Source: an optimization exercise on an open RTL-to-GDS flow (aim: small area, a short achievable clock period and few clock cycles). Production flows keep margins and buffers that such runs may drop. Power and IR drop assume default switching activity.

==> flow/design.v <==
module soul_va (
    input  wire         clk,
    input  wire         rst,         
    input  wire         cmd_valid,
    output wire         cmd_ready,
    input  wire [127:0] cmd,
    output reg          rsp_valid,
    output wire [127:0] rsp
);
    localparam NV = 8;
    reg [15:0]   slot_ch   [0:NV-1];
    reg [31:0]   slot_note [0:NV-1];
    reg [NV-1:0] slot_zero_q;    
    reg [NV-1:0] slot_nan_q;     
    reg [NV-1:0] fresh_q;
    reg [NV-1:0] active_q;
    reg [NV*NV-1:0] older_q;     
    reg          in_v_q;
    reg  [2:0]   in_op_q;        
    reg  [15:0]  in_ch_q;
    reg  [31:0]  in_a_q;
    reg  [31:0]  in_b_q;
    reg          in_ch0_q;       
    reg          in_a0_q;        
    reg          stolen_q;       
    reg          ready_q;
    reg  [2:0]   rsp_kind_q;
    reg  [2:0]   rsp_port_q;
    reg  [15:0]  rsp_ch_q;
    reg  [31:0]  rsp_a_q;
    reg  [31:0]  rsp_b_q;
    reg  [NV-1:0] pend_q;
    assign cmd_ready = ready_q;
    assign rsp = {5'b10010, rsp_kind_q, 5'd0, rsp_port_q, rsp_ch_q, rsp_a_q, rsp_b_q, 32'd0};
    wire [7:0]  cmd_op  = cmd[127:120];
    wire [15:0] cmd_ch  = cmd[111:96];
    wire [31:0] cmd_a   = cmd[95:64];
    wire [31:0] cmd_b   = cmd[63:32];
    wire cmd_va     = (cmd_op[7:3] == 5'b00010) && (cmd_op[2:0] <= 3'd4);
    wire cmd_noteon = (cmd_op == 8'h10);
    wire is_on  = (in_op_q == 3'd0);
    wire is_off = (in_op_q == 3'd1);
    reg [NV-1:0] ch_eq, match, oldest;
    integer i, j;
    always @* begin
        for (i = 0; i < NV; i = i + 1) begin
            ch_eq[i] = fresh_q[i] ? in_ch0_q : (slot_ch[i] == in_ch_q);
            match[i] = ch_eq[i] &&
                       (fresh_q[i] ? in_a0_q
                                   : (!slot_nan_q[i] && (slot_note[i][30:0] == in_a_q[30:0]) &&
                                      (slot_zero_q[i] || (slot_note[i][31] == in_a_q[31]))));
            oldest[i] = 1'b1;
            for (j = 0; j < NV; j = j + 1) begin
                if (j > i) oldest[i] = oldest[i] & older_q[i*NV+j];
                if (j < i) oldest[i] = oldest[i] & !older_q[j*NV+i];
            end
        end
    end
    wire [NV-1:0] hits = is_off ? match : ch_eq;    
    wire          any_hit  = |hits;
    wire          any_match = |match;
    function many8(input [NV-1:0] x);    
        reg seen;
        integer n;
        begin
            seen  = 1'b0;
            many8 = 1'b0;
            for (n = 0; n < NV; n = n + 1) begin
                many8 = many8 | (seen & x[n]);
                seen  = seen | x[n];
            end
        end
    endfunction
    function [2:0] pe8(input [NV-1:0] x);
        pe8 = x[0] ? 3'd0 : x[1] ? 3'd1 : x[2] ? 3'd2 : x[3] ? 3'd3 :
              x[4] ? 3'd4 : x[5] ? 3'd5 : x[6] ? 3'd6 : 3'd7;
    endfunction
    function [2:0] enc8(input [NV-1:0] oh);
        enc8 = {|oh[7:4], oh[7] | oh[6] | oh[3] | oh[2], oh[7] | oh[5] | oh[3] | oh[1]};
    endfunction
    wire [NV-1:0] hits_rest = hits & ~(hits & (~hits + 1'b1));
    wire [NV-1:0] pend_rest = pend_q & ~(pend_q & (~pend_q + 1'b1));
    wire hits_many = many8(hits);
    wire pend_many = many8(pend_q);
    wire all_active = &active_q;
    wire one_free   = (active_q == 8'b01111111) || (active_q == 8'b10111111) ||
                      (active_q == 8'b11011111) || (active_q == 8'b11101111) ||
                      (active_q == 8'b11110111) || (active_q == 8'b11111011) ||
                      (active_q == 8'b11111101) || (active_q == 8'b11111110);
    wire rsp_free   = (pend_q == {NV{1'b0}});
    wire steal      = is_on && all_active && !stolen_q;    
    wire go_on      = in_v_q && is_on && rsp_free && !steal;    
    wire go_off     = in_v_q && is_off && rsp_free;              
    wire load_steal = in_v_q && rsp_free && steal;
    reg [15:0] vic_ch;
    reg [31:0] vic_note;
    always @* begin
        vic_ch   = 16'd0;
        vic_note = 32'd0;
        for (i = 0; i < NV; i = i + 1) begin
            vic_ch   = vic_ch   | ({16{oldest[i]}} & slot_ch[i]);
            vic_note = vic_note | ({32{oldest[i]}} & slot_note[i]);
        end
    end
    wire take     = ready_q && cmd_valid;
    wire consume  = is_on ? (rsp_free && !steal) : (rsp_free || !any_hit);
    wire in_v_d   = take ? cmd_va : (in_v_q && !consume);
    wire stolen_d = !take && (load_steal || (stolen_q && !go_on));
    wire pend_d0  = rsp_free ? (!in_v_q || is_on || !hits_many) : !pend_many;    
    wire all_act_d = go_on ? (all_active || one_free) :
                     go_off ? (all_active && !any_match) : all_active;
    wire ready_d  = take ? (!cmd_va || (pend_d0 && !(cmd_noteon && all_act_d)))
                         : (!in_v_q || consume ||
                            (is_on ? (load_steal || (pend_d0 && !(all_active && !stolen_q)))
                                   : pend_d0));
    always @(posedge clk) begin
        if (ready_q) begin
            in_op_q  <= cmd_op[2:0];
            in_ch_q  <= cmd_ch;
            in_a_q   <= cmd_a;
            in_b_q   <= cmd_b;
            in_ch0_q <= (cmd_ch == 16'd0);
            in_a0_q  <= (cmd_a[30:0] == 31'd0);
        end
        if (rsp_free) begin
            rsp_ch_q <= steal ? vic_ch   : in_ch_q;
            rsp_a_q  <= steal ? vic_note : in_a_q;
            rsp_b_q  <= is_on && !steal ? in_b_q : 32'd0;
            rsp_kind_q <= steal ? 3'd1 : in_op_q;
        end
        rsp_port_q <= rsp_free ? (is_on ? enc8(oldest) : pe8(hits)) : pe8(pend_q);
        for (i = 0; i < NV; i = i + 1) begin
            if (go_on && oldest[i]) begin
                slot_ch[i]     <= in_ch_q;
                slot_note[i]   <= in_a_q;
                slot_zero_q[i] <= in_a0_q;
                slot_nan_q[i]  <= (&in_a_q[30:23]) && (|in_a_q[22:0]);
            end
        end
        if (rst) begin
            in_v_q    <= 1'b0;
            stolen_q  <= 1'b0;
            ready_q   <= 1'b1;
            rsp_valid <= 1'b0;
            pend_q    <= {NV{1'b0}};
            active_q  <= {NV{1'b0}};
            fresh_q   <= {NV{1'b1}};
            for (i = 0; i < NV; i = i + 1)
                for (j = 0; j < NV; j = j + 1)
                    older_q[i*NV+j] <= (i < j);
        end else begin
            in_v_q    <= in_v_d;
            stolen_q  <= stolen_d;
            ready_q   <= ready_d;
            rsp_valid <= !rsp_free || (in_v_q && (is_on || any_hit));
            pend_q    <= rsp_free ? ({NV{in_v_q && !is_on}} & hits_rest) : pend_rest;
            if (go_on)
                active_q <= active_q | oldest;
            else if (go_off)
                active_q <= active_q & ~match;
            if (go_on)
                fresh_q <= fresh_q & ~oldest;
            for (i = 0; i < NV; i = i + 1)
                for (j = i + 1; j < NV; j = j + 1) begin
                    if (go_on) begin
                        if (oldest[i])      older_q[i*NV+j] <= 1'b0;
                        else if (oldest[j]) older_q[i*NV+j] <= 1'b1;
                    end else if (go_off) begin
                        if (match[i] && match[j]) older_q[i*NV+j] <= 1'b1;
                        else if (match[i])        older_q[i*NV+j] <= active_q[j];
                        else if (match[j])        older_q[i*NV+j] <= !active_q[i];
                    end
                end
        end
    end
endmodule
==> flow/config.mk <==
export PLATFORM = sky130hd
export DESIGN_NAME = soul_va
export DESIGN_NICKNAME = soul_va
export VERILOG_FILES = /design/flow/design.v
export SDC_FILE = /design/flow/constraint.sdc
export NUM_CORES = 4
export LEC_CHECK = 0
export ABC_CLOCK_PERIOD_IN_PS = 2500
export CAP_MARGIN = 20
export CORE_MARGIN = 2
export CORE_UTILIZATION = 40
export SETUP_SLACK_MARGIN = 3.5
export SLEW_MARGIN = 20
==> flow/constraint.sdc <==
create_clock -name core_clock -period 6.0 [get_ports {clk}]
set_input_delay 1.2000 -clock core_clock [delete_from_list [all_inputs] [get_ports {clk}]]
set_output_delay 1.2000 -clock core_clock [all_outputs]
set_load 0.01 [all_outputs]
run.sh (not shown) runs the stock make flow with config.mk's settings and CLKGATE_MAP_FILE= SYNTH_SCRIPT=/design/flow/synth_recipe.tcl, a recipe that flattens the netlist after the stock synthesis.
Edit:
--- a/flow/design.v
+++ b/flow/design.v
@@ -10,8 +10,6 @@
     localparam NV = 8;
     reg [15:0]   slot_ch   [0:NV-1];
     reg [31:0]   slot_note [0:NV-1];
-    reg [NV-1:0] slot_zero_q;    
-    reg [NV-1:0] slot_nan_q;     
     reg [NV-1:0] fresh_q;
     reg [NV-1:0] active_q;
     reg [NV*NV-1:0] older_q;     
@@ -20,8 +18,7 @@
     reg  [15:0]  in_ch_q;
     reg  [31:0]  in_a_q;
     reg  [31:0]  in_b_q;
-    reg          in_ch0_q;       
-    reg          in_a0_q;        
+    reg  [NV-1:0] hits_q;        
     reg          stolen_q;       
     reg          ready_q;
     reg  [2:0]   rsp_kind_q;
@@ -38,17 +35,16 @@
     wire [31:0] cmd_b   = cmd[63:32];
     wire cmd_va     = (cmd_op[7:3] == 5'b00010) && (cmd_op[2:0] <= 3'd4);
     wire cmd_noteon = (cmd_op == 8'h10);
+    wire cmd_noteoff = (cmd_op == 8'h11);
+    wire cmd_ch0    = (cmd_ch == 16'd0);
+    wire cmd_a0     = (cmd_a[30:0] == 31'd0);
+    wire cmd_nan    = (&cmd_a[30:23]) && (|cmd_a[22:0]);
     wire is_on  = (in_op_q == 3'd0);
     wire is_off = (in_op_q == 3'd1);
-    reg [NV-1:0] ch_eq, match, oldest;
+    reg [NV-1:0] oldest;
     integer i, j;
     always @* begin
         for (i = 0; i < NV; i = i + 1) begin
-            ch_eq[i] = fresh_q[i] ? in_ch0_q : (slot_ch[i] == in_ch_q);
-            match[i] = ch_eq[i] &&
-                       (fresh_q[i] ? in_a0_q
-                                   : (!slot_nan_q[i] && (slot_note[i][30:0] == in_a_q[30:0]) &&
-                                      (slot_zero_q[i] || (slot_note[i][31] == in_a_q[31]))));
             oldest[i] = 1'b1;
             for (j = 0; j < NV; j = j + 1) begin
                 if (j > i) oldest[i] = oldest[i] & older_q[i*NV+j];
@@ -56,7 +52,8 @@
             end
         end
     end
-    wire [NV-1:0] hits = is_off ? match : ch_eq;    
+    wire [NV-1:0] hits = hits_q;
+    wire [NV-1:0] match = hits_q;      
     wire          any_hit  = |hits;
     wire          any_match = |match;
     function many8(input [NV-1:0] x);    
@@ -102,6 +99,26 @@
             vic_note = vic_note | ({32{oldest[i]}} & slot_note[i]);
         end
     end
+    wire fwd_ch_eq = (cmd_ch == in_ch_q);
+    wire fwd_a_eq  = !cmd_nan && (cmd_a[30:0] == in_a_q[30:0]) && (cmd_a0 || (cmd_a[31] == in_a_q[31]));
+    reg [NV-1:0] cmd_hits;
+    reg          c_eq, a_eq;
+    always @* begin
+        for (i = 0; i < NV; i = i + 1) begin
+            if (go_on && oldest[i]) begin
+                c_eq = fwd_ch_eq;
+                a_eq = fwd_a_eq;
+            end else if (fresh_q[i]) begin
+                c_eq = cmd_ch0;
+                a_eq = cmd_a0;
+            end else begin
+                c_eq = (cmd_ch == slot_ch[i]);
+                a_eq = !cmd_nan && (cmd_a[30:0] == slot_note[i][30:0]) &&
+                       (cmd_a0 || (cmd_a[31] == slot_note[i][31]));
+            end
+            cmd_hits[i] = c_eq && (a_eq || !cmd_noteoff);
+        end
+    end
     wire take     = ready_q && cmd_valid;
     wire consume  = is_on ? (rsp_free && !steal) : (rsp_free || !any_hit);
     wire in_v_d   = take ? cmd_va : (in_v_q && !consume);
@@ -119,8 +136,7 @@
             in_ch_q  <= cmd_ch;
             in_a_q   <= cmd_a;
             in_b_q   <= cmd_b;
-            in_ch0_q <= (cmd_ch == 16'd0);
-            in_a0_q  <= (cmd_a[30:0] == 31'd0);
+            hits_q   <= cmd_hits;
         end
         if (rsp_free) begin
             rsp_ch_q <= steal ? vic_ch   : in_ch_q;
@@ -133,8 +149,6 @@
             if (go_on && oldest[i]) begin
                 slot_ch[i]     <= in_ch_q;
                 slot_note[i]   <= in_a_q;
-                slot_zero_q[i] <= in_a0_q;
-                slot_nan_q[i]  <= (&in_a_q[30:23]) && (|in_a_q[22:0]);
             end
         end
         if (rst) begin
Outcome: The changed run completed with no timing, DRC or antenna violations; setup slack is better by 0.29 ns; via count drops by a few percent; clock skew drops by 0.0048 ns; combinational power drops by about a fifth; hold slack is better by 0.0032 ns.
No run of this note included a check of the RTL's function; only the layout flow was run.

## port drivers added, routing unchanged
The results above use ideal ports. As a check the final layouts listed here were re-extracted and re-timed, cells and wires unchanged.
Step 1: set_driving_cell puts a clkbuf_16 on clk and a buf_2 on each other input, an assumption about the parent block.
Step 2 adds t to the input delays and takes it off the output delays; t is the mean of the earliest and latest rising clock arrival at the registers after step 1. Input paths then give back, and output paths get back, about the clock's delay inside the block.
a / b / c = ideal ports / drivers / drivers and shift; a / b = the first two.
run	t (ns)	slack for setup (ns)	hold WS [ns]	cell pins on the clock port's net
the first run	0.682	2.816 / 2.816 / 2.816	0.505 / 0.505 / 0.505	1
the second run	0.671	3.102 / 3.139 / 2.468	0.508 / 0.508 / 0.508	1
After both steps setup and hold are still met in every run listed. The setup slack of the second run, which loses most, moves by +0.037 ns with the drivers and by -0.634 ns with both steps.
